Source: an optimization exercise on an open RTL-to-GDS flow (aim: small area, a short achievable clock period and few clock cycles). Production flows keep margins and buffers that such runs may drop. Function was checked by simulation only, so behaviour that the tests miss may differ from the original. Power is estimated from default activity; no workload was simulated.

run A:
// fcb
module fcb (
    input  wire        clk,
    input  wire        rst,
    input  wire        h_en,
    input  wire        h_we,
    input  wire [1:0]  h_size,
    input  wire [15:0] h_addr,
    input  wire [31:0] h_wdata,
    output reg  [31:0] h_rdata,
    output reg         phy_rd,
    output wire [15:0] phy_rd_n,
    input  wire        phy_dv,
    input  wire [7:0]  phy_data,
    input  wire        phy_end,
    input  wire        phy_err,
    output reg         phy_flush,
    input  wire [31:0] time_ms
);
clock: 12.0 ns
lec_check: 0
cap_margin: 40
core_margin: 2
core_utilization: 42
place_density: 0.62
slew_margin: 40
standard.sh (not shown) runs the stock make flow with config.mk's settings and CLKGATE_MAP_FILE= SYNTH_SCRIPT=/design/flow/synth_recipe.tcl, a recipe that flattens the netlist after the stock synthesis.
==> flow/flow/run.sh <==
#!/bin/bash
# The standard layout, with timing repair asked for extra setup slack
# after placement (the clock period and the constraints are the design's).
# Synthesis is the standard synthesis, unchanged. Each step's output goes
# to a log file of its own here; ORFS's own per-step logs are under orfs/logs/.
set -euo pipefail
bash standard.sh synth > synth.log 2>&1
bash standard.sh SETUP_SLACK_MARGIN=5 place > place.log 2>&1
bash standard.sh SETUP_SLACK_MARGIN=7.5 finish > finish.log 2>&1
Run A has completed all stages; timing, DRC and antenna checks passed.
Testbench counts of run A, summed over its fixed seeds: cycles 46,166.
Input-level comparison between run C and run A:
- PLACE_DENSITY now 0.55, was 0.62
- CORE_UTILIZATION now 35, was 42
--- a/flow/flow/run.sh
+++ b/flow/flow/run.sh
@@ -8,2 +8,2 @@
 bash standard.sh SETUP_SLACK_MARGIN=5 place > place.log 2>&1
-bash standard.sh SETUP_SLACK_MARGIN=7.5 finish > finish.log 2>&1
+bash standard.sh SETUP_SLACK_MARGIN=7.2 finish > finish.log 2>&1
[summary]
Run A → run C: total chip power went up; met3 routing resource usage after global routing decreased by 8.4 points relative to the old numbers; number of antenna violations at the first check in global routing -about 57%; number of buffers added for setup after CTS shows a reduction of 129; final antenna-violating net count ~0 delta. As far as first-pass GRT wire length is concerned, run C and run A perform about the same. Comparing relative max-transition margin for run C and run A, the smaller number came from run A. Run C against run A: hold slack now sits at about the same level; share of the core filled with cells in the final layout went down. Every run (run C and run A) finished clean.

========
Setup of P:
fcb again, from the RTL that the note above started with.
// fcb
module fcb (
    input  wire        clk,
    input  wire        rst,
    input  wire        h_en,
    input  wire        h_we,
    input  wire [1:0]  h_size,
    input  wire [15:0] h_addr,
    input  wire [31:0] h_wdata,
    output reg  [31:0] h_rdata,
    output reg         phy_rd,
    output wire [15:0] phy_rd_n,
    input  wire        phy_dv,
    input  wire [7:0]  phy_data,
    input  wire        phy_end,
    input  wire        phy_err,
    output reg         phy_flush,
    input  wire [31:0] time_ms
);
clock: 12.0 ns
lec_check: 0
cap_margin: 40
core_margin: 2
core_utilization: 35
place_density: 0.55
setup_slack_margin: 5
slew_margin: 40
run.sh (not shown) runs the stock make flow with config.mk's settings and CLKGATE_MAP_FILE= SYNTH_SCRIPT=/design/flow/synth_recipe.tcl, a recipe that flattens the netlist after the stock synthesis.
Stock flow here: none of the scripts above is used.
P: full flow OK, the timing, DRC and antenna checks passed
Testbench counts of P, summed over its fixed seeds: cycles 46,166.
#### Input delta (Q over P)
Settings: PLACE_DENSITY changed from 0.55 to 0.62; SETUP_SLACK_MARGIN removed (was 5); CORE_UTILIZATION changed from 35 to 42.
==> flow/flow/run.sh (new file) <==
#!/bin/bash
# The standard layout, with timing repair asked for extra setup slack
# after placement (the clock period and the constraints are the design's).
# Synthesis is the standard synthesis, unchanged. Each step's output goes
# to a log file of its own here; ORFS's own per-step logs are under orfs/logs/.
set -euo pipefail
bash standard.sh synth > synth.log 2>&1
bash standard.sh SETUP_SLACK_MARGIN=5 place > place.log 2>&1
bash standard.sh SETUP_SLACK_MARGIN=7.2 finish > finish.log 2>&1
==> flow/standard.sh (new file) <==
#!/bin/bash
# synth_recipe.tcl (not shown) runs the flow's synth.tcl, then flattens the netlist and writes it again
# the make line also repeats each setting of config.mk as NAME=value (left out here)
make -C /OpenROAD-flow-scripts/flow DESIGN_CONFIG=/design/flow/config.mk WORK_HOME=/design/flow/orfs CLKGATE_MAP_FILE= SYNTH_SCRIPT=/design/flow/synth_recipe.tcl "${@:-finish}"
removed: flow/run.sh
==> notes.md <==
Across both runs, largest vdd supply drop was higher for Q than for P.
Q vs. P: share of total power in sequential cells shows an increase of 0.8 points, height of the die shows a reduction of about 9%, multi-input combinational cell count shows no meaningful change.
Share of the cycle needed by the critical path after routing: Q lower than P
NOTE post-route total power P->Q decreased slightly

## separate check: timing with driven ports
The results above use ideal ports. As a check the final layouts listed here were re-extracted and re-timed, cells and wires unchanged.
Step 1 assumes that a clkbuf_16 drives the clock port and a buf_2 every other input.
Step 2 adds t to the input delays and takes it off the output delays; t is the mean of the earliest and latest rising clock arrival at the registers after step 1. Input paths then give back, and output paths get back, about the clock's delay inside the block.
a / b / c = no drivers / after step 1 / after step 2; a / b = the first two.
| run | t, ns | setup slack, ns | slew at the worst register clock pin (ns) |
|---|---|---|---|
| run A | 0.980 | 7.166 / 7.173 / 6.193 | 0.07 / 0.07 |
| run C | 0.940 | 6.895 / 6.963 / 6.023 | 0.07 / 0.07 |
| P | 0.940 | 5.449 / 5.467 / 4.527 | 0.07 / 0.07 |
| Q | 0.954 | 6.955 / 6.967 / 6.013 | 0.07 / 0.07 |
After both steps setup and hold are still met in every run listed. The setup slack of run A, which loses most, moves by +0.007 ns with the drivers and by -0.973 ns with both steps.
